Context: an optimization exercise on an open-source flow, tuned for small area, a short achievable clock period and few clock cycles per item. The choices shown serve that exercise and are no tape-out recipe.
Function was checked by simulation only, so behaviour that the tests miss may differ from the original.
Power figures rest on the tool's default switching activity, not on a simulated workload.

==> design/flow/design.v <==
module twn_round_f #(
    parameter [23:0] KEY = 24'h9E3779
) (
    input  wire [23:0] x,
    output wire [23:0] f
);
    wire [23:0] rot1 = {x[22:0], x[23]};
    wire [23:0] rot2 = {x[21:0], x[23:22]};
    wire [23:0] rot8 = {x[15:0], x[23:16]};
    assign f = (rot1 & rot8) ^ rot2 ^ KEY;
endmodule
module twn_diffuser #(
    parameter integer FIRST = 0,
    parameter integer COUNT = 8
) (
    input  wire        inv,
    input  wire [47:0] x,
    output wire [47:0] y
);
    function automatic [23:0] f_nokey(input [23:0] v);
        f_nokey = ({v[22:0], v[23]} & {v[15:0], v[23:16]}) ^ {v[21:0], v[23:22]};
    endfunction
    wire [23:0] l [0:COUNT];
    wire [23:0] r [0:COUNT];
    assign l[0] = x[47:24];
    assign r[0] = x[23:0];
    genvar i;
    generate
        for (i = 0; i < COUNT; i = i + 1) begin : g_round
            localparam [23:0] KEY_FWD = 24'h9E3779 * (FIRST + i + 1);
            localparam [23:0] KEY_INV = 24'h9E3779 * (8 - FIRST - i);
            assign l[i+1] = r[i];
            assign r[i+1] = l[i] ^ f_nokey(r[i]) ^ (inv ? KEY_INV : KEY_FWD);
        end
    endgenerate
    assign y = {l[COUNT], r[COUNT]};
endmodule
module twn_bitpacker (
    input  wire        clk,
    input  wire        rst,
    input  wire        en,         
    input  wire [1:0]  op,         
    input  wire        rd_sel,     
    input  wire [7:0]  imm,
    input  wire [63:0] a,
    output reg  [3:0]  status,
    output wire [63:0] rd_bits,    
    output wire [31:0] stat_word   
);
    localparam [3:0] ST_OK        = 4'd0;
    localparam [3:0] ST_OVERFLOW  = 4'd1;
    localparam [3:0] ST_UNDERFLOW = 4'd2;
    localparam [3:0] ST_TOO_WIDE  = 4'd3;
    localparam [3:0] ST_RANGE     = 4'd4;
    localparam [1:0] OP_INIT   = 2'd0;
    localparam [1:0] OP_APPEND = 2'd1;
    localparam [1:0] OP_READ   = 2'd2;
    localparam [1:0] OP_STAT   = 2'd3;
    reg [143:0] buf_q;
    reg [7:0]   wp_q;
    reg [7:0]   avail_q;
    reg [7:0]   free_q;
    integer j;
    wire        width_bad = (imm == 8'd0) || (imm > 8'd64);
    reg  [63:0] lmask;
    always @(*)
        for (j = 0; j < 64; j = j + 1)
            lmask[j] = imm[6] || (j < imm[5:0]);
    wire        too_wide  = ((a & ~lmask) != 64'd0);
    wire [8:0]  free_rem  = {1'b0, free_q}  - {1'b0, imm};
    wire [8:0]  avail_rem = {1'b0, avail_q} - {1'b0, imm};
    wire        overflow  = free_rem[8];
    wire        underflow = avail_rem[8];
    always @(*) begin
        status = ST_OK;
        case (op)
            OP_INIT: begin
                if (imm > 8'd144) status = ST_RANGE;
            end
            OP_APPEND: begin
                if (width_bad)     status = ST_RANGE;
                else if (too_wide) status = ST_TOO_WIDE;
                else if (overflow) status = ST_OVERFLOW;
            end
            OP_READ: begin
                if (width_bad)      status = ST_RANGE;
                else if (underflow) status = ST_UNDERFLOW;
            end
            default: ;
        endcase
    end
    wire ok = en && (status == ST_OK);
    always @(posedge clk) begin
        if (rst) begin
            wp_q    <= 8'd0;
            avail_q <= 8'd0;
            free_q  <= 8'd0;
        end else if (ok) begin
            case (op)
                OP_INIT: begin
                    wp_q    <= 8'd0;
                    avail_q <= 8'd0;
                    free_q  <= imm;
                end
                OP_APPEND: begin
                    wp_q    <= wp_q + imm;
                    avail_q <= avail_q + imm;
                    free_q  <= free_rem[7:0];
                end
                OP_READ: avail_q <= avail_rem[7:0];
                default: ;
            endcase
        end
    end
    wire [7:0] amt = rd_sel ? avail_rem[7:0] : (8'd144 - imm);
    wire [144*9-1:0] st;     
    assign st[143:0] = buf_q;
    genvar g, i;
    generate
        for (g = 0; g < 8; g = g + 1) begin : g_stage
            localparam integer R = (1 << g) % 144;
            wire sel   = amt[g];
            wire sel_n = ~amt[g];
            for (i = 0; i < 144; i = i + 1) begin : g_bit
                twn_oai22 u_c (.a1(st[144*g + i]), .a2(sel),
                               .b1(st[144*g + (i + R) % 144]), .b2(sel_n),
                               .y(st[144*(g+1) + i]));
            end
        end
    endgenerate
    wire [143:0] rot = st[144*8 +: 144];
    always @(posedge clk) begin
        if (ok && op == OP_APPEND && !rst)
            buf_q <= {rot[143:64], (rot[63:0] & ~lmask) | a};
    end
    wire [7:0] rp_now  = wp_q - avail_q;
    wire [7:0] cap_now = wp_q + free_q;
    assign rd_bits   = rot[63:0];
    assign stat_word = {avail_q, cap_now, rp_now, wp_q};
endmodule
module twn_oai22 (
    input  wire a1,
    input  wire a2,
    input  wire b1,
    input  wire b2,
    output wire y
);
    assign y = ~((a1 | a2) & (b1 | b2));
endmodule
module twn_core (
    input  wire        clk,
    input  wire        rst,           
    input  wire        cmd_valid,
    output wire        cmd_ready,
    input  wire [15:0] cmd_cw,
    input  wire [63:0] cmd_a,
    output reg         rsp_valid,
    output reg  [3:0]  rsp_status,
    output wire [63:0] rsp_result
);
    localparam [3:0] ST_OK      = 4'd0;
    localparam [3:0] ST_RANGE   = 4'd4;
    localparam [3:0] ST_ILLEGAL = 4'd8;
    localparam integer SPLIT = 5;     
    wire [3:0] opc  = cmd_cw[15:12];
    wire [3:0] len  = cmd_cw[11:8];
    wire [7:0] imm  = cmd_cw[7:0];
    wire fmt_z_ok = (len == 4'd0) && (imm == 8'd0);
    wire fmt_i_ok = (len == 4'd0);
    wire is_nop  = (opc == 4'h0) && fmt_z_ok;
    wire is_init = (opc == 4'h6) && fmt_i_ok;
    wire is_app  = (opc == 4'h7) && fmt_i_ok;
    wire is_read = (opc == 4'h8) && fmt_i_ok;
    wire is_stat = (opc == 4'h9) && fmt_z_ok;
    wire is_fwd  = (opc == 4'hA) && fmt_z_ok;
    wire is_inv  = (opc == 4'hB) && fmt_z_ok;
    wire is_bp   = is_init || is_app || is_read || is_stat;
    wire is_diff = is_fwd || is_inv;
    assign cmd_ready = 1'b1;
    wire accept = cmd_valid;
    wire [1:0]  bp_op = is_init ? 2'd0 : is_app ? 2'd1 : is_read ? 2'd2 : 2'd3;
    wire [3:0]  bp_status;
    wire [63:0] rd_bits;
    wire [31:0] stat_word;
    twn_bitpacker u_bp (
        .clk    (clk),
        .rst    (rst),
        .en     (accept && is_bp),
        .op     (bp_op),
        .rd_sel (opc[3]),
        .imm    (imm),
        .a      (cmd_a),
        .status (bp_status),
        .rd_bits   (rd_bits),
        .stat_word (stat_word)
    );
    wire        inv_a      = opc[0];
    wire        diff_range = (cmd_a[63:48] != 16'd0);
    wire [47:0] diff_in    = inv_a ? {cmd_a[23:0], cmd_a[47:24]} : cmd_a[47:0];
    wire [47:0] diff_mid;
    twn_diffuser #(.FIRST(0), .COUNT(SPLIT)) u_diff_a (
        .inv (inv_a),
        .x   (diff_in),
        .y   (diff_mid)
    );
    reg [3:0] status;
    always @(*) begin
        if (is_bp)
            status = bp_status;
        else if (is_diff)
            status = diff_range ? ST_RANGE : ST_OK;
        else if (is_nop)
            status = ST_OK;
        else
            status = ST_ILLEGAL;
    end
    reg [63:0] res_q;       
    reg        diff_q;      
    reg        bp_q;        
    reg        rd_q;        
    reg [6:0]  w_q;         
    reg        inv_q;
    always @(posedge clk) begin
        if (rst)
            rsp_valid <= 1'b0;
        else
            rsp_valid <= accept;
        rsp_status <= status;
        res_q      <= opc[1] ? {16'd0, diff_mid} :
                      opc[0] ? {32'd0, stat_word} : rd_bits;
        diff_q     <= is_diff && !diff_range;
        bp_q       <= (is_read || is_stat) && (bp_status == ST_OK);
        rd_q       <= opc[3] && !opc[0];
        w_q        <= imm[6:0];
        inv_q      <= inv_a;
    end
    wire [47:0] diff_out;
    twn_diffuser #(.FIRST(SPLIT), .COUNT(8 - SPLIT)) u_diff_b (
        .inv (inv_q),
        .x   (res_q[47:0]),
        .y   (diff_out)
    );
    wire [47:0] diff_res = inv_q ? {diff_out[23:0], diff_out[47:24]} : diff_out;
    reg  [63:0] therm;
    integer j;
    always @(*)
        for (j = 0; j < 64; j = j + 1)
            therm[j] = (j < w_q[5:0]);
    wire [63:0] keep = therm | {64{w_q[6] | !rd_q}};
    assign rsp_result = diff_q ? {16'd0, diff_res} : bp_q ? (res_q & keep) : 64'd0;
endmodule
==> design/flow/flow/run.sh <==
#!/bin/bash
# The standard layout, with the ports buffered by buf_2 cells instead of the
# buffer_ports default. Everything else is the standard flow's own flow (standard.sh).
set -euo pipefail
bash standard.sh "BUFFER_PORTS_ARGS=-buffer_cell sky130_fd_sc_hd__buf_2" finish > orfs_make.log 2>&1
==> design/flow/standard.sh <==
#!/bin/bash
# synth_recipe.tcl (not shown) runs the flow's synth.tcl, then flattens the netlist and writes it again
# the make line also repeats each setting of config.mk as NAME=value (left out here)
make -C /OpenROAD-flow-scripts/flow DESIGN_CONFIG=/design/flow/config.mk WORK_HOME=/design/flow/orfs CLKGATE_MAP_FILE= SYNTH_SCRIPT=/design/flow/synth_recipe.tcl "${@:-finish}"
==> design/flow/config.mk <==
export PLATFORM = sky130hd
export DESIGN_NAME = twn_core
export DESIGN_NICKNAME = twn_core
export VERILOG_FILES = /design/flow/design.v
export SDC_FILE = /design/flow/constraint.sdc
export NUM_CORES = 4
export LEC_CHECK = 0
export ABC_CLOCK_PERIOD_IN_PS = 4000
export CAP_MARGIN = 20
export CORE_MARGIN = 2
export CORE_UTILIZATION = 35
export SETUP_SLACK_MARGIN = 2.8
export SLEW_MARGIN = 20
export SYNTH_HIERARCHICAL = 1
==> design/flow/constraint.sdc <==
create_clock -name core_clock -period 8.0 [get_ports {clk}]
set_input_delay 1.6000 -clock core_clock [delete_from_list [all_inputs] [get_ports {clk}]]
set_output_delay 1.6000 -clock core_clock [all_outputs]
set_load 0.01 [all_outputs]
==> results of run 1 <==
## worst paths after layout
kind,startpoint,slack (ns),to,depth (start not counted)
max,cmd_cw[2],2.67,res_q[30],15
max reg2reg,u_bp.avail_q[0],3.25,u_bp.buf_q[44],15
min reg2reg,u_bp.free_q[7],0.57,u_bp.free_q[7],2
min,u_bp.free_q[7],0.57,u_bp.free_q[7],2
## modules after synthesis, one instance, submodules excluded, a selection
module	cells inside	cell area [µm²]
twn_core	553	5080
twn_bitpacker	872	9690
twn_oai22	1	6.26
## kinds of logic after synthesis
| group | count (synthesis) |
|---|---|
| XOR/XNOR | 455 |
| buffers and inverters | 236 |
| AO/OA/AOI/OAI | 1595 |
| adder cells (fa/ha/maj) | 65 |
| flip-flops | 248 |
| multiplexers | 152 |
| AND/OR/NAND/NOR | 554 |
| other | 2 |
## cell usage in the layout (no fill, tap or decap), drive strengths merged, types with 20 or more instances in the layout
cell | Yosys | routed
edfxtp | 144 | 144
mux2i | 53 | 53
xnor2 | 283 | 283
dfxtp | 104 | 104
nand3 | 31 | 31
o22ai | 1154 | 1154
nor3 | 28 | 28
nor2b | 31 | 31
o21ai | 105 | 106
a21o | 30 | 34
nand2 | 213 | 213
o21a | 15 | 20
nor2 | 85 | 85
inv | 71 | 73
clkbuf | 45 | 38
and2 | 39 | 39
buf | 119 | 245
nand2b | 29 | 29
xor2 | 98 | 98
a22o | 37 | 37
a32o | 38 | 38
a21oi | 66 | 66
a31o | 39 | 39
ha | 52 | 52
xnor3 | 65 | 65
mux2 | 99 | 101
## power breakdown
| group | switching [mW] | internal, mW | leakage [nW] |
|---|---|---|---|
| sequential | 0.334 | 1.56 | 2.16 |
| combinational | 7.92 | 6.13 | 9.28 |
| clock | 0.613 | 0.809 | 0.478 |
## worst register-to-register path, stage by stage (launching register included)
cell      delay [ns]
dfxtp_1         0.53
inv_1           0.14
ha_4            0.33
mux2i_4         0.13
inv_6           0.51
buf_4           0.39
o22ai_1         0.12
o22ai_1         0.43
o22ai_1         0.22
o22ai_1         0.27
o22ai_1         0.17
o22ai_1         0.22
o22ai_1         0.16
o22ai_1         0.49
o21ai_0         0.18
o21bai_1        0.28
## repair_timing
item | 4_1_cts | 5_1_grt
setup buffers | 7 | 14
pin swaps | 5 | 9
setup endpoints to repair | 378 | 306
hold endpoints to repair | 0 | 0
gates resized for setup | 90 | 86
gates cloned | 10 | 8
## through the flow
step / hold slack, ns / total power, mW / instance area (µm²) / setup TNS, ns
final: 0.565 / 17.4 / 33300 / 0
after global routing: 0.556 / 18.0 / 33200 / 0
after CTS: 0.550 / 16.6 / 32500 / 0
after detailed placement: 0.536 / 14.9 / 30800 / 0
after global placement: 0.539 / 14.9 / 30800 / 0
after floorplan: 0.467 / 11.6 / 29000 / -171.97
## metal layers
metal | wire length [µm] | vias to the layer above
met4 | 12300 | 10
met5 | 168 | -
met3 | 19700 | 645
met2 | 59500 | 2733
met1 | 55600 | 15300
li1 | - | 13800
## area by class of cell
cell class / instances / area [µm²]
flip-flops and latches: 248 / 6410
fillers: 8178 / 48600
multi-input cells: 2835 / 22300
repair buffers: 250 / 1870
diodes: 6 / 15.0
inverters: 72 / 350
clock buffers: 35 / 758
well taps: 1070 / 1340
clock inverters: 19 / 224
## state kept, by name, summed over array words and instances (netlist names)
name / cells
bp_q: 1
diff_q: 1
inv_q: 1
rd_q: 1
res_q: 64
rsp_status: 4
rsp_valid: 1
u_bp.avail_q: 8
u_bp.buf_q: 144
u_bp.free_q: 8
u_bp.wp_q: 8
w_q: 7
==> out/qor.txt, run 1 <==
Post-Syn Nets -> 3448
Count of state elements after synthesis -> 248
I/O Buffers -> 151
Crit path buf inv count -> 2
Placed Cells -> 4436
Clock sinks -> 248
CTS Buffer Depth -> 3
H-tree level count -> 1
Hold WC Path Type -> reg2reg
Area leader, netlist -> o22ai_1
Wire per inst -> 32.5 µm
Post-DP HPWL -> 109000 µm
Count leader, synth -> o22ai_1
Share of layout cells above drive strength 1 -> 19.9%
Commonest cells in the synthesized netlist -> o22ai_1 (1154), xnor2_1 (246), nand2_1 (212)
Number of global-route vias before repair -> 28600
Worst rel slew slack -> 35.5%
Met1 Resource Use GR -> 42.8%
Via count -> 32500
Mean number of vias per cell -> 7.16
# setup viols final -> 0
Kind of launch point of the worst setup path -> input port
DIE HEIGHT -> 291 µm
Post-Place Worst Slack -> 1.38 ns
Die W -> 291 µm
Cells after Synth -> 3307
Simple-Gate Fraction of Synth Area -> 9.88%
First-pass GRT wire length -> 202000 µm
1st-iter DRT viols -> 5661
Initial Util -> 35.2%
CP Max Fanout -> 21
Post-synthesis average cell area -> 8.72 µm²
Grt met2 use -> 46.5%
Drt pass-1 iters -> 13
Status -> no timing/DRC/antenna violations
CP Cell Sequence -> buf_4 -> inv_1 -> ha_2 -> o21ai_0 -> a21boi_1 -> o21ai_1 -> nor2b_1 -> xnor2_2 -> nand2_2 -> o21a_2 -> o22ai_1 -> o22ai_1 -> o22ai_2 -> mux2i_1 -> o21ai_1
Initial antenna violation count -> 10
Slew @ Worst Pin -> 0.967 ns
CP arrival -> 5.77 ns
Worst clock skew -> 0.0649 ns
Final Core Density -> 40.6%
GRT Util Overall -> 32.1%
Post-synthesis sequential area ratio -> 22.2%
Synth Cell Area -> 0.0288 mm²
Largest net degree at the start of global routing -> 145
Core ar. -> 0.0818 mm²
Routed Antenna Nets -> 0
Minimum clock period -> 5.33 ns
Adder-Cell Fraction of Synth Area -> 2.92%
# rows -> 105
Net total in the final layout -> 3577
TritonCTS Buffers -> 29
Synth top area share -> 25.0%
Post-synthesis compound-gate area fraction -> 36.0%
Routability cong. -> 1.06
Crit. End Element -> register
Remaining global-route overflow -> 0
Final hold violations -> 0
Crit path largest cell delay -> 0.49 ns
Pleak -> 11.9 nW
# hold bufs at CTS -> 0
Post-Synth XOR/XNOR Area -> 18.9%
Clock Root Buffer -> clkbuf_16
CTS tree -> done
Non-Filler Instances -> 4535
DRC viols -> 0
Netlist cell types -> 108
Largest family of logic cells by synthesized area -> compound AO/OA/AOI/OAI gates
Post-synth EDFFs -> 144
Fin crit share -> 66.6%
Gr busiest metal -> met2
Top post-synthesis cells by area -> o22ai_1 (25%), edfxtp_1 (15%), xnor2_1 (7.5%)
Final worst slack -> 2.67 ns
WP data required -> 8.45 ns
Max-Cap Viols -> 0
DIE AREA -> 0.0847 mm²
Post-Route WL -> 147000 µm
Synth warnings -> 10
Synth async-reset ratio -> 0%
CTS clk-pin slew, worst paths -> 0.06 ns
Clock latency on the worst-skew pair -> 0.64 ns
IR drop worst, VDD -> 0.000449 V
Slew Viols, Final -> 0
Fmax -> 0.188 GHz
IO Pins -> 153
Crit path kind -> in2reg
Met3 GRT Util -> 7.73%
Multiplexer share of the synthesized area -> 5.75%
Worst path slowest cell -> o22ai_2
Synth-to-layout area growth -> 15.3%
Prevailing post-synth register cell -> edfxtp_1
RSZ-0062 raised after global routing -> true
CP top delay family -> compound AO/OA/AOI/OAI gates
Pwr dens -> 522 mW/mm²
Testbench counts, summed over its fixed seeds: cycles 43,275, commands 43,267.
==> inputs of run 2 (changes only) <==
--- a/design/flow/config.mk
+++ b/design/flow/config.mk
@@ -10,5 +10,5 @@
 export CORE_MARGIN = 2
 export CORE_UTILIZATION = 35
-export SETUP_SLACK_MARGIN = 2.8
+export SETUP_SLACK_MARGIN = 3.1
 export SLEW_MARGIN = 20
 export SYNTH_HIERARCHICAL = 1
==> out/qor.txt, run 2 <==
Cell depth of the worst hold path -> 2 (unchanged)
Net Sw Frac -> 50.4% (was 51.0%)
Switching pwr -> 9.18 mW (was 8.86 mW)
Routed Antenna Nets -> 0 (unchanged)
DIE AREA -> 0.0847 mm² (unchanged)
Crit. End Element -> register (unchanged)
Count leader, synth -> o22ai_1 (unchanged)
Top Registers -> u_bp.buf_q x144, res_q x64 (unchanged)
Post-synth EDFFs -> 144 (unchanged)
Post-Syn Nets -> 3448 (unchanged)
Hold endpoint -> u_bp.free_q[7] (unchanged)
CTS clk-pin slew, worst paths -> 0.06 ns (about the same)
Synth warnings -> 10 (unchanged)
TritonCTS Buffers -> 29 (unchanged)
Cells after Synth -> 3307 (unchanged)
Post-Synth XOR/XNOR Area -> 18.9% (unchanged)
Hold WC Path Type -> reg2reg (unchanged)
Clk pwr share -> 7.8% (was 8.2%)
Synth top area share -> 25.0% (unchanged)
CTS tree -> done (unchanged)
Commonest cells in the synthesized netlist -> o22ai_1 (1154), xnor2_1 (246), nand2_1 (212) (unchanged)
Post-DP Area -> 0.0308 mm² (unchanged)
R2r endpoint -> u_bp.buf_q[62] (was u_bp.buf_q[44])
Count of state elements after synthesis -> 248 (unchanged)
RSZ-0062 raised after global routing -> true (unchanged)
Pleak -> 12.7 nW (was 11.9 nW)
Number of global-route vias before repair -> 29400 (was 28600)
CP dominant cell by count -> o22ai_1
Area leader, netlist -> o22ai_1 (unchanged)
Clock latency on the worst-skew pair -> 0.65 ns (was 0.64 ns)
Clock sinks -> 248 (unchanged)
Initial antenna violation count -> 11 (was 10)
Reg2Reg Setup Slack -> 3.27 ns (was 3.25 ns)
Kind of launch point of the worst setup path -> input port (unchanged)
Share of layout cells above drive strength 1 -> 26.1% (was 19.9%)
Slew @ Worst Pin -> 0.937 ns (was 0.967 ns)
Commonest non-fill, non-tap cell in the layout -> o22ai_1 (unchanged)
Status -> no timing/DRC/antenna violations (unchanged)
Worst Hold Launch -> u_bp.free_q[7] (unchanged)
GRT Util Overall -> 33.4% (was 32.1%)
Worst rel slew slack -> 37.5% (was 35.5%)
Net total in the final layout -> 3624 (was 3577)
# setup viols final -> 0 (unchanged)
Clock Root Buffer -> clkbuf_16 (unchanged)
Post-synthesis average cell area -> 8.72 µm² (unchanged)
Synth Cell Area -> 0.0288 mm² (unchanged)
Synth-to-layout area growth -> 21.7% (was 15.3%)
Fmax -> 0.189 GHz (was 0.188 GHz)
Post-synthesis compound-gate area fraction -> 36.0% (unchanged)
Reg with most FFs -> u_bp.buf_q (unchanged)
Post-DP HPWL -> 109000 µm (unchanged)
Die W -> 291 µm (unchanged)
# hold bufs at CTS -> 0 (unchanged)
R2r worst-path depth -> 14 (was 15)
Adder-Cell Fraction of Synth Area -> 2.92% (unchanged)
First-pass GRT wire length -> 209000 µm (was 202000 µm)
Fin crit share -> 66.2% (was 66.6%)
R2R Path Start -> u_bp.avail_q[0] (unchanged)
CP Max Fanout -> 54 (was 21)
Worst clock skew -> 0.0738 ns (was 0.0649 ns)
Slew Viols, Final -> 0 (unchanged)
Post-synthesis sequential area ratio -> 22.2% (unchanged)
IR drop worst, VDD -> 0.000453 V (was 0.000449 V)
Pwr dens -> 519 mW/mm² (was 522 mW/mm²)
# rows -> 105 (unchanged)
Logic pwr share -> 81.6% (was 80.9%)
Synth async-reset ratio -> 0% (unchanged)
IO Pins -> 153 (unchanged)
Top post-synthesis cells by area -> o22ai_1 (25%), edfxtp_1 (15%), xnor2_1 (7.5%) (unchanged)
Routability cong. -> 1.06 (unchanged)
Drt pass-1 iters -> 12 (was 13)
Fillers -> 8003 (was 8178)
Final Core Density -> 42.9% (was 40.6%)
Post-route cell area -> 0.0351 mm² (was 0.0333 mm²)
Final hold violations -> 0 (unchanged)
Max-Cap Viols -> 0 (unchanged)
Post-Route WL -> 152000 µm (was 147000 µm)
P_int -> 9.03 mW (was 8.50 mW)
Worst setup startpoint -> cmd_cw[0] (was cmd_cw[2])
Wire per inst -> 33.2 µm (was 32.5 µm)
Crit path kind -> in2reg (unchanged)
Minimum clock period -> 5.30 ns (was 5.33 ns)
CP Cell Sequence -> buf_6 -> ha_4 -> inv_1 -> fa_2 -> mux2_8 -> buf_16 -> o22ai_1 -> o22ai_1 -> o22ai_1 -> o22ai_1 -> o22ai_1 -> o22ai_2 -> o22ai_1 -> a31o_2 (was buf_4 -> inv_1 -> ha_2 -> o21ai_0 -> a21boi_1 -> o21ai_1 -> nor2b_1 -> xnor2_2 -> nand2_2 -> o21a_2 -> o22ai_1 -> o22ai_1 -> o22ai_2 -> mux2i_1 -> o21ai_1)
Worst path slowest cell -> fa_2 (was o22ai_2)
CP arrival -> 5.68 ns (was 5.77 ns)
Initial Util -> 35.2% (unchanged)
Via count -> 33500 (was 32500)
1st-iter DRT viols -> 6112 (was 5661)
Prevailing post-synth register cell -> edfxtp_1 (unchanged)
Simple-Gate Fraction of Synth Area -> 9.88% (unchanged)
Largest net degree at the start of global routing -> 123 (was 145)
Largest register FFs -> 144 (unchanged)
H-tree level count -> 1 (unchanged)
Core ar. -> 0.0818 mm² (unchanged)
Crit path largest cell delay -> 0.61 ns (was 0.49 ns)
Largest family of logic cells by synthesized area -> compound AO/OA/AOI/OAI gates (unchanged)
Remaining global-route overflow -> 0 (unchanged)
Netlist cell types -> 108 (unchanged)
DRC viols -> 0 (unchanged)
Commonest cells after routing, fill and taps aside -> o22ai_1 (997), nand2_1 (210), xnor2_1 (188), buf_2 (145), edfxtp_1 (144) (was o22ai_1 (1099), xnor2_1 (213), nand2_1 (210), buf_2 (146), edfxtp_1 (144))
DIE HEIGHT -> 291 µm (unchanged)
I/O Buffers -> 151 (unchanged)
Multiplexer share of the synthesized area -> 5.75% (unchanged)
WP data required -> 8.38 ns (was 8.45 ns)
Mean number of vias per cell -> 7.30 (was 7.16)
CTS Buffer Depth -> 3 (unchanged)
Flop pwr share -> 10.5% (was 10.9%)
[run 2: cell counts after synthesis]
No cell type changed its count.
[run 2: logic make-up after synthesis]
kind of cell | count (synthesis)
other | 2
adders and majority gates | 65
xor gates and xnor gates | 455
and+or+nand+nor | 554
DFF | 248
muxes | 152
AOI/OAI and AO/OA | 1595
buffers and inverters | 236
[run 2: what timing repair did]
item	in CTS	in global routing
resized for setup	204	212
setup endpoints to repair	420	362
buffers inserted	25	35
pin swaps	17	31
cloned	22	4
[run 2: worst max path at each step]
stage / end / slack [ns] / cells past startpoint
2_1_floorplan: u_bp.buf_q[33] / -1.03 / 12
3_3_place_gp: u_bp.buf_q[26] / 1.31 / 14
3_5_place_dp: u_bp.buf_q[26] / 1.38 / 14
4_1_cts: res_q[30] / 3.08 / 17
5_1_grt: u_bp.buf_q[62] / 2.84 / 14
6_report: u_bp.buf_q[62] / 2.70 / 14
[run 2: worst max-delay path, delay by kind of cell]
family	cells	cell delay, ns
fa+ha+maj	2	0.77
mux	1	0.33
compound gates	8	2.41
buf+inv	3	0.51
[run 2: Yosys stat by module (local to each module, per instance), a selection]
module,cell area [µm²],copies in the design,cells inside,flip-flops and latches
twn_bitpacker,9690,1,872,168
twn_core,5080,1,553,80
twn_oai22,6.26,1152,1,0
[run 2: per-layer routing]
metal  up-vias  track usage [%]  part of all wire, %
li1      13900                -                    -
met1     15900             43.5                   37
met2      2917             48.0                   40
met3       751             9.43                   14
met4        14             22.3                  9.2
met5         -            0.340                 0.13
[run 2: power groups by stage]
stage | clock network, mW | logic, mW | registers (mW)
6_report | 1.42 | 14.9 | 1.92
5_1_grt | 1.47 | 15.5 | 1.91
4_1_cts | 1.42 | 13.8 | 1.88
3_5_place_dp | 0 | 13.0 | 1.90
3_3_place_gp | 0 | 13.0 | 1.90
2_1_floorplan | 0 | 9.92 | 1.71
[run 2: cell type report]
class | instances | area (µm²) | area share [%]
Antenna cell | 8 | 20.0 | 0.0570
Clock buffer | 35 | 758 | 2.16
Clock inverter | 19 | 224 | 0.638
Inverter | 72 | 365 | 1.04
Multi-Input combinational cell | 2836 | 23500 | 66.9
Sequential cell | 248 | 6450 | 18.4
Tap cell | 1070 | 1340 | 3.81
Timing Repair Buffer | 294 | 2430 | 6.92
Timing Repair inverter | 2 | 27.5 | 0.0784
[run 2: per-stage QoR]
stage	instances	setup WS, ns	total power [mW]	TNS (ns)	hold WS, ns
2_1_floorplan	3307	-1.03	11.6	-171.97	0.467
6_report	4584	2.70	18.2	0	0.561
3_5_place_dp	4436	1.38	14.9	0	0.536
4_1_cts	4537	3.08	17.1	0	0.550
5_1_grt	4576	2.84	18.9	0	0.556
3_3_place_gp	4436	1.31	14.9	0	0.539
==> inputs of run 3 (changes only) <==
--- a/design/flow/config.mk
+++ b/design/flow/config.mk
@@ -10,5 +10,6 @@
 export CORE_MARGIN = 2
 export CORE_UTILIZATION = 35
-export SETUP_SLACK_MARGIN = 3.1
+export CTS_BUF_LIST = sky130_fd_sc_hd__clkbuf_8
+export SETUP_SLACK_MARGIN = 2.9
 export SLEW_MARGIN = 20
 export SYNTH_HIERARCHICAL = 1
==> out/qor.txt, run 3 <==
Status -> no timing/DRC/antenna violations (unchanged)
Worst rel slew slack -> 16.7% (was 37.5%)
DIE HEIGHT -> 291 µm (unchanged)
Post-Syn Nets -> 3448 (unchanged)
Worst Hold Launch -> u_bp.free_q[0] (was u_bp.free_q[7])
Total power -> 17.5 mW (was 18.2 mW)
Fmax -> 0.191 GHz (was 0.189 GHz)
Count leader, synth -> o22ai_1 (unchanged)
IR drop worst, VDD -> 0.000451 V (was 0.000453 V)
Non-Filler Instances -> 4582 (was 4584)
GRT Util Overall -> 32.3% (was 33.4%)
Count of state elements after synthesis -> 248 (unchanged)
Final Core Density -> 41.1% (was 42.9%)
Pleak -> 12.2 nW (was 12.7 nW)
Net total in the final layout -> 3616 (was 3624)
Largest net degree at the start of global routing -> 145 (was 123)
Area leader, netlist -> o22ai_1 (unchanged)
Commonest cells in the synthesized netlist -> o22ai_1 (1154), xnor2_1 (246), nand2_1 (212) (unchanged)
Prevailing post-synth register cell -> edfxtp_1 (unchanged)
Fillers -> 8152 (was 8003)
R2r endpoint -> res_q[22] (was u_bp.buf_q[62])
Post-DP HPWL -> 109000 µm (unchanged)
Wire per inst -> 32.6 µm (was 33.2 µm)
Worst clock skew -> 0.0666 ns (was 0.0738 ns)
Post-DP Area -> 0.0308 mm² (unchanged)
Hold WC Path Type -> reg2reg (unchanged)
Clock sinks -> 248 (unchanged)
Metal3 WL -> 20600 µm (was 21300 µm)
R2R Path Start -> u_bp.avail_q[0] (unchanged)
Top post-synthesis cells by area -> o22ai_1 (25%), edfxtp_1 (15%), xnor2_1 (7.5%) (unchanged)
Remaining global-route overflow -> 0 (unchanged)
Fin crit share -> 65.5% (was 66.2%)
Initial Util -> 35.2% (unchanged)
Crit. End Element -> register (unchanged)
Post-Place Worst Slack -> 1.38 ns (unchanged)
Synth-to-layout area growth -> 16.7% (was 21.7%)
Routed Antenna Nets -> 0 (unchanged)
Post-route cell area -> 0.0337 mm² (was 0.0351 mm²)
Final worst slack -> 2.76 ns (was 2.70 ns)
Commonest non-fill, non-tap cell in the layout -> o22ai_1 (unchanged)
First-pass GRT wire length -> 202000 µm (was 209000 µm)
Cell depth of the worst hold path -> 2 (unchanged)
# setup viols final -> 0 (unchanged)
Max layer used -> met5 (unchanged)
# rows -> 105 (unchanged)
IO Pins -> 153 (unchanged)
Post-synthesis average cell area -> 8.72 µm² (unchanged)
CTS clk-pin slew, worst paths -> 0.06 ns (about the same)
Initial antenna violation count -> 11 (unchanged)
RSZ-0062 raised after global routing -> true (unchanged)
Post-synthesis sequential area ratio -> 22.2% (unchanged)
Cells after Synth -> 3307 (unchanged)
Synth top area share -> 25.0% (unchanged)
Die W -> 291 µm (unchanged)
TritonCTS Buffers -> 44 (was 29)
H-tree level count -> 2 (was 1)
WL met2 -> 59800 µm (was 60700 µm)
# hold bufs at CTS -> 0 (unchanged)
Synth async-reset ratio -> 0% (unchanged)
Mean number of vias per cell -> 7.20 (was 7.30)
Synth warnings -> 10 (unchanged)
Post-Route WL -> 149000 µm (was 152000 µm)
Top Registers -> u_bp.buf_q x144, res_q x64 (unchanged)
Final hold violations -> 0 (unchanged)
DIE AREA -> 0.0847 mm² (unchanged)
Slew Viols, Final -> 0 (unchanged)
1st-iter DRT viols -> 5978 (was 6112)
Routability cong. -> 1.06 (unchanged)
I/O Buffers -> 151 (unchanged)
Final setup TNS -> 0 ns (unchanged)
Placed Cells -> 4436 (unchanged)
Synth Cell Area -> 0.0288 mm² (unchanged)
Clock latency on the worst-skew pair -> 0.69 ns (was 0.65 ns)
Via count -> 33000 (was 33500)
Kind of launch point of the worst setup path -> input port (unchanged)
Hold endpoint -> u_bp.free_q[0] (was u_bp.free_q[7])
M1 WL -> 55700 µm (was 56100 µm)
Core ar. -> 0.0818 mm² (unchanged)
R2r worst-path depth -> 17 (was 14)
CTS tree -> done (unchanged)
Number of global-route vias before repair -> 28800 (was 29400)
CP Max Fanout -> 54 (unchanged)
CP arrival -> 5.74 ns (was 5.68 ns)
CTS Buffer Depth -> 3 (unchanged)
Post-synth EDFFs -> 144 (unchanged)
Reg with most FFs -> u_bp.buf_q (unchanged)
WP data required -> 8.51 ns (was 8.38 ns)
Reg2Reg Setup Slack -> 3.30 ns (was 3.27 ns)
Share of layout cells above drive strength 1 -> 22.0% (was 26.1%)
Pwr dens -> 520 mW/mm² (was 519 mW/mm²)
Netlist cell types -> 108 (unchanged)
Max-Cap Viols -> 0 (unchanged)
Crit path kind -> in2reg (unchanged)
Slew @ Worst Pin -> 1.24 ns (was 0.937 ns)
DRC viols -> 0 (unchanged)
Minimum clock period -> 5.24 ns (was 5.30 ns)
Largest register FFs -> 144 (unchanged)
Clock Root Buffer -> clkbuf_8 (was clkbuf_16)
Min Hold Slack -> 0.562 ns (was 0.561 ns)
Drt pass-1 iters -> 12 (unchanged)
Commonest cells after routing, fill and taps aside -> o22ai_1 (1087), nand2_1 (210), xnor2_1 (205), buf_2 (145), edfxtp_1 (144) (was o22ai_1 (997), nand2_1 (210), xnor2_1 (188), buf_2 (145), edfxtp_1 (144))
-- run 3: cell count changes in the layout (fill, tap and decap cells not counted), sizes merged --
cell / delta
buf: -27
clkbuf: +18
clkinv: +6
inv: +6
diode: -4
a21o: -1
bufbuf: -1
bufinv: -1
clkinvlp: +1
mux2: +1
-- run 3: critical path, stage by stage --
cell	delay, ns
buf_4	0.24
ha_4	0.17
inv_1	0.05
fa_2	0.50
mux2_8	0.42
buf_4	0.18
clkbuf_16	0.23
o22ai_1	0.30
o22ai_1	0.16
o22ai_1	0.28
o22ai_1	0.16
o22ai_1	0.26
o22ai_1	0.17
o22ai_1	0.30
buf_4	0.24
mux2i_1	0.09
o21ai_1	0.32
-- run 3: cell type report --
type                            count  area [µm²]  area share [%]
Tap cell                         1070        1340            3.98
Antenna cell                        4        10.0          0.0297
Timing Repair Buffer              271        2080            6.19
Sequential cell                   248        6430            19.1
Clock buffer                       48         661            1.96
Inverter                           72         364            1.08
Timing Repair inverter              2        22.5          0.0669
Multi-Input combinational cell   2836       22500            66.9
Clock inverter                     31         253           0.751
-- run 3: power breakdown --
group / leakage [nW] / total (mW) / switching (mW) / internal, mW
combinational: 9.52 / 14.3 / 7.99 / 6.31
sequential: 2.17 / 1.91 / 0.333 / 1.57
clock: 0.483 / 1.31 / 0.646 / 0.663
-- run 3: logic make-up (layout without fill, tap and decap cells) --
group                      after synthesis  in the layout  share of synthesized area, %
buffers and inverters                  236            424                          4.37
other                                    2              6                        0.0260
and+or+nand+nor                        554            554                          9.88
xor gates and xnor gates               455            455                          18.9
DFF                                    248            248                          22.2
adders and majority gates               65             65                          2.92
AOI/OAI and AO/OA                     1595           1605                          36.0
muxes                                  152            155                          5.75
-- run 3: worst max-delay path by stage --
stage / from / end / slack, ns / depth (start not counted)
after CTS: cmd_cw[0] / u_bp.buf_q[3] / 2.90 / 15
after global placement: cmd_cw[3] / u_bp.buf_q[26] / 1.31 / 14
after detailed placement: cmd_cw[3] / u_bp.buf_q[26] / 1.38 / 14
after global routing: cmd_cw[15] / u_bp.buf_q[61] / 2.66 / 14
after floorplan: cmd_cw[15] / u_bp.buf_q[33] / -1.03 / 12
final: cmd_cw[0] / res_q[22] / 2.76 / 17
-- run 3: Yosys stat by module, one instance, submodules excluded, a selection --
module | cells inside | area [µm²] | flip-flops and latches
twn_bitpacker | 872 | 9690 | 168
twn_core | 553 | 5080 | 80
twn_oai22 | 1 | 6.26 | 0
-- run 3: layer usage --
metal | vias up | GRT usage, %
met3 | 693 | 9.01
li1 | 13800 | -
met1 | 15600 | 42.2
met4 | 16 | 21.1
met5 | - | 0
met2 | 2815 | 46.4
-- run 3: timing repair --
action                     4_1_cts  5_1_grt
gates cloned                    10       13
setup endpoints to repair      398      321
resized for setup              106      124
buffers inserted                 7       33
pin swaps                        8       16
==> inputs of run 4 (changes only) <==
--- a/design/flow/config.mk
+++ b/design/flow/config.mk
@@ -9,7 +9,6 @@
 export CAP_MARGIN = 20
 export CORE_MARGIN = 2
-export CORE_UTILIZATION = 35
-export CTS_BUF_LIST = sky130_fd_sc_hd__clkbuf_8
-export SETUP_SLACK_MARGIN = 2.9
+export CORE_UTILIZATION = 30
+export SETUP_SLACK_MARGIN = 2.8
 export SLEW_MARGIN = 20
 export SYNTH_HIERARCHICAL = 1
==> out/qor.txt, run 4 <==
Count leader, synth -> o22ai_1 (unchanged)
Fillers -> 9831 (was 8152)
Reg with most FFs -> u_bp.buf_q (unchanged)
Post-synthesis sequential area ratio -> 22.2% (unchanged)
Clock latency on the worst-skew pair -> 0.60 ns (was 0.69 ns)
1st-iter DRT viols -> 4572 (was 5978)
TritonCTS Buffers -> 31 (was 44)
Commonest non-fill, non-tap cell in the layout -> o22ai_1 (unchanged)
Commonest cells after routing, fill and taps aside -> o22ai_1 (1100), xnor2_1 (227), nand2_1 (211), buf_2 (147), edfxtp_1 (144) (was o22ai_1 (1087), nand2_1 (210), xnor2_1 (205), buf_2 (145), edfxtp_1 (144))
Crit path kind -> in2reg (unchanged)
Core ar. -> 0.0952 mm² (was 0.0818 mm²)
Register Area -> 0.00641 mm² (was 0.00643 mm²)
Worst rel slew slack -> 29.4% (was 16.7%)
Area leader, netlist -> o22ai_1 (unchanged)
Number of global-route vias before repair -> 27800 (was 28800)
Final worst slack -> 2.71 ns (was 2.76 ns)
Via count -> 31300 (was 33000)
Drt pass-1 iters -> 7 (was 12)
Wire per inst -> 30.6 µm (was 32.6 µm)
Remaining global-route overflow -> 0 (unchanged)
DIE HEIGHT -> 314 µm (was 291 µm)
CTS clk-pin slew, worst paths -> 0.06 ns (about the same)
Synth top area share -> 25.0% (unchanged)
Cells after Synth -> 3307 (unchanged)
CTS Buffer Depth -> 3 (unchanged)
Met3 GRT Util -> 6.05% (was 9.01%)
Final hold violations -> 0 (unchanged)
Net total in the final layout -> 3559 (was 3616)
IO Pins -> 153 (unchanged)
Prevailing post-synth register cell -> edfxtp_1 (unchanged)
Die W -> 314 µm (was 291 µm)
Slew Viols, Final -> 0 (unchanged)
I/O Buffers -> 151 (unchanged)
Count of state elements after synthesis -> 248 (unchanged)
GRT Util Overall -> 27.5% (was 32.3%)
Fmax -> 0.189 GHz (was 0.191 GHz)
CP arrival -> 5.77 ns (was 5.74 ns)
Crit path largest cell delay -> 0.58 ns (was 0.50 ns)
Worst path slowest cell -> fa_1 (was fa_2)
RSZ-0062 raised after global routing -> true (unchanged)
Worst setup startpoint -> cmd_cw[0] (unchanged)
Post-synth EDFFs -> 144 (unchanged)
Synth warnings -> 10 (unchanged)
CP Cell Sequence -> clkbuf_4 -> ha_4 -> inv_1 -> fa_1 -> mux2_4 -> inv_12 -> buf_16 -> o22ai_1 -> o22ai_1 -> o22ai_1 -> o22ai_1 -> o22ai_1 -> o22ai_1 -> o22ai_1 -> mux2i_1 -> o21ai_1 (was buf_4 -> ha_4 -> inv_1 -> fa_2 -> mux2_8 -> buf_4 -> clkbuf_16 -> o22ai_1 -> o22ai_1 -> o22ai_1 -> o22ai_1 -> o22ai_1 -> o22ai_1 -> o22ai_1 -> buf_4 -> mux2i_1 -> o21ai_1)
Max-Cap Viols -> 0 (unchanged)
Kind of launch point of the worst setup path -> input port (unchanged)
Clock sinks -> 248 (unchanged)
Largest register FFs -> 144 (unchanged)
# rows -> 113 (was 105)
CTS tree -> done (unchanged)
Share of layout cells above drive strength 1 -> 18.9% (was 22.0%)
Synth-to-layout area growth -> 15.0% (was 16.7%)
Fin crit share -> 66.1% (was 65.5%)
H-tree level count -> 1 (was 2)
Routed Antenna Nets -> 0 (unchanged)
First-pass GRT wire length -> 200000 µm (was 202000 µm)
WP data required -> 8.48 ns (was 8.51 ns)
Post-Syn Nets -> 3448 (unchanged)
CP Max Fanout -> 53 (was 54)
Top Registers -> u_bp.buf_q x144, res_q x64 (unchanged)
Top post-synthesis cells by area -> o22ai_1 (25%), edfxtp_1 (15%), xnor2_1 (7.5%) (unchanged)
Routability cong. -> 1.06 (about the same)
Post-synthesis average cell area -> 8.72 µm² (unchanged)
Gr busiest metal -> met2 (unchanged)
Total power -> 17.3 mW (was 17.5 mW)
Post-Route WL -> 144000 µm (was 149000 µm)
Slew @ Worst Pin -> 1.05 ns (was 1.24 ns)
Synth async-reset ratio -> 0% (unchanged)
Worst Hold Launch -> u_bp.free_q[7] (was u_bp.free_q[0])
Commonest cells in the synthesized netlist -> o22ai_1 (1154), xnor2_1 (246), nand2_1 (212) (unchanged)
Clock Root Buffer -> clkbuf_16 (was clkbuf_8)
Post-Place Worst Slack -> 1.78 ns (was 1.38 ns)
Minimum clock period -> 5.29 ns (was 5.24 ns)
R2R Path Start -> u_bp.avail_q[0] (unchanged)
DRC viols -> 0 (unchanged)
Initial antenna violation count -> 5 (was 11)
Met1 Resource Use GR -> 37.5% (was 42.2%)
Post-DP HPWL -> 112000 µm (was 109000 µm)
Worst clock skew -> 0.0197 ns (was 0.0666 ns)
Multi-input gate area -> 0.0220 mm² (was 0.0225 mm²)
# setup viols final -> 0 (unchanged)
Crit. End Element -> register (unchanged)
Initial Util -> 30.3% (was 35.2%)
Pleak -> 11.8 nW (was 12.2 nW)
Hold WC Path Type -> reg2reg (unchanged)
Grt met2 use -> 40.4% (was 46.4%)
Mean number of vias per cell -> 6.65 (was 7.20)
Status -> no timing/DRC/antenna violations (unchanged)
Netlist cell types -> 108 (unchanged)
CP dominant cell by count -> o22ai_1 (unchanged)
DIE AREA -> 0.0986 mm² (was 0.0847 mm²)
Synth Cell Area -> 0.0288 mm² (unchanged)
Pwr dens -> 521 mW/mm² (was 520 mW/mm²)
Largest net degree at the start of global routing -> 145 (unchanged)
# hold bufs at CTS -> 0 (unchanged)
IR drop worst, VDD -> 0.000400 V (was 0.000451 V)
## run 4: cell counts after synthesis
No cell type changed its count.
## run 4: final timing paths
check,to,slack [ns],cells after the start
hold reg to reg,u_bp.free_q[7],0.60,2
hold / removal,u_bp.free_q[7],0.60,2
setup reg to reg,u_bp.buf_q[91],3.37,13
setup / recovery,res_q[4],2.71,16
## run 4: worst max-delay path: cells and delay by family
kind	cells	cell delay, ns
AO/OA/AOI/OAI	8	2.28
multiplexers	2	0.47
buffers and inverters	4	0.64
adder cells (fa/ha/maj)	2	0.75
## run 4: layout make-up
type | instances | area share, %
Tap cell | 1265 | 4.77
Inverter | 72 | 1.05
Sequential cell | 248 | 19.3
Clock inverter | 21 | 0.724
Timing Repair Buffer | 240 | 5.49
Multi-Input combinational cell | 2825 | 66.2
Clock buffer | 35 | 2.45
Antenna cell | 2 | 0.0151
## run 4: cells by family (layout without fill, tap and decap cells)
group,count (synthesis),count (layout),synth area share (%)
AO/OA/AOI/OAI,1595,1597,36.0
AND/OR/NAND/NOR,554,554,9.88
XOR/XNOR,455,455,18.9
flip-flops,248,248,22.2
buffers and inverters,236,368,4.37
multiplexers,152,152,5.75
adder cells (fa/ha/maj),65,65,2.92
other,2,4,0.0260
## run 4: per-module statistics from Yosys (local to each module, per instance), a selection
module | flops+latches | copies in the design | area, µm²
twn_core | 80 | 1 | 5080
twn_bitpacker | 168 | 1 | 9690
twn_oai22 | 0 | 1152 | 6.26
## run 4: metal layers
layer / share of wire [%] / vias to the layer above
li1: - / 13700
met1: 41 / 15000
met3: 11 / 427
met5: 0.033 / -
met4: 6.7 / 8
met2: 41 / 2141
## run 4: timing repair
action                                  in CTS  in global routing
endpoints found under the hold margin        0                  0
resized for setup                           71                 77
setup buffers                                5                  4
cloned                                       3                  2
endpoints found under the setup margin     287                294
pin swaps                                    1                  2
## run 4: power breakdown
group / internal (mW) / leakage, nW / switching [mW]
clock: 0.864 / 0.514 / 0.634
sequential: 1.56 / 2.16 / 0.313
combinational: 6.04 / 9.08 / 7.86
total: 8.47 / 11.8 / 8.81
## run 4: per-stage QoR
stage	utilization, %	area, µm²	std cells	TNS (ns)	hold slack (ns)
after floorplan	-	29000	3307	-171.97	0.467
after global placement	32.7	31100	4636	0	0.575
after detailed placement	32.7	31100	4636	0	0.585
after CTS	34.3	32600	4700	0	0.595
after global routing	34.9	33200	4706	0	0.614
final	34.9	33200	4708	0	0.597

[re-timing with driven ports]
The flow's constraints put no driver on any port. The routed layouts listed below were extracted and timed again, unchanged, in two steps.
Step 1: set_driving_cell puts a clkbuf_16 on clk and a buf_2 on each other input, an assumption about the parent block.
Step 2, shift: input delay + t, output delay - t, t = (earliest + latest rising clock arrival at the registers) / 2. This alone moves slack from input paths to output paths.
Three values: no drivers, after step 1, after step 2; two values: the first two.
| run | t, ns | setup WS [ns] | worst slew at a driven data input, ns |
|---|---|---|---|
| run 1 | 0.667 | 2.675 / 2.691 / 2.023 | 0.14 |
| run 2 | 0.675 | 2.703 / 2.726 / 2.051 | 0.15 |
| run 3 | 0.718 | 2.761 / 2.786 / 2.068 | 0.14 |
| run 4 | 0.659 | 2.709 / 2.710 / 2.051 | 0.08 |
After both steps setup and hold are still met in every run listed. The setup slack of run 3, which loses most, moves by +0.025 ns with the drivers and by -0.693 ns with both steps.
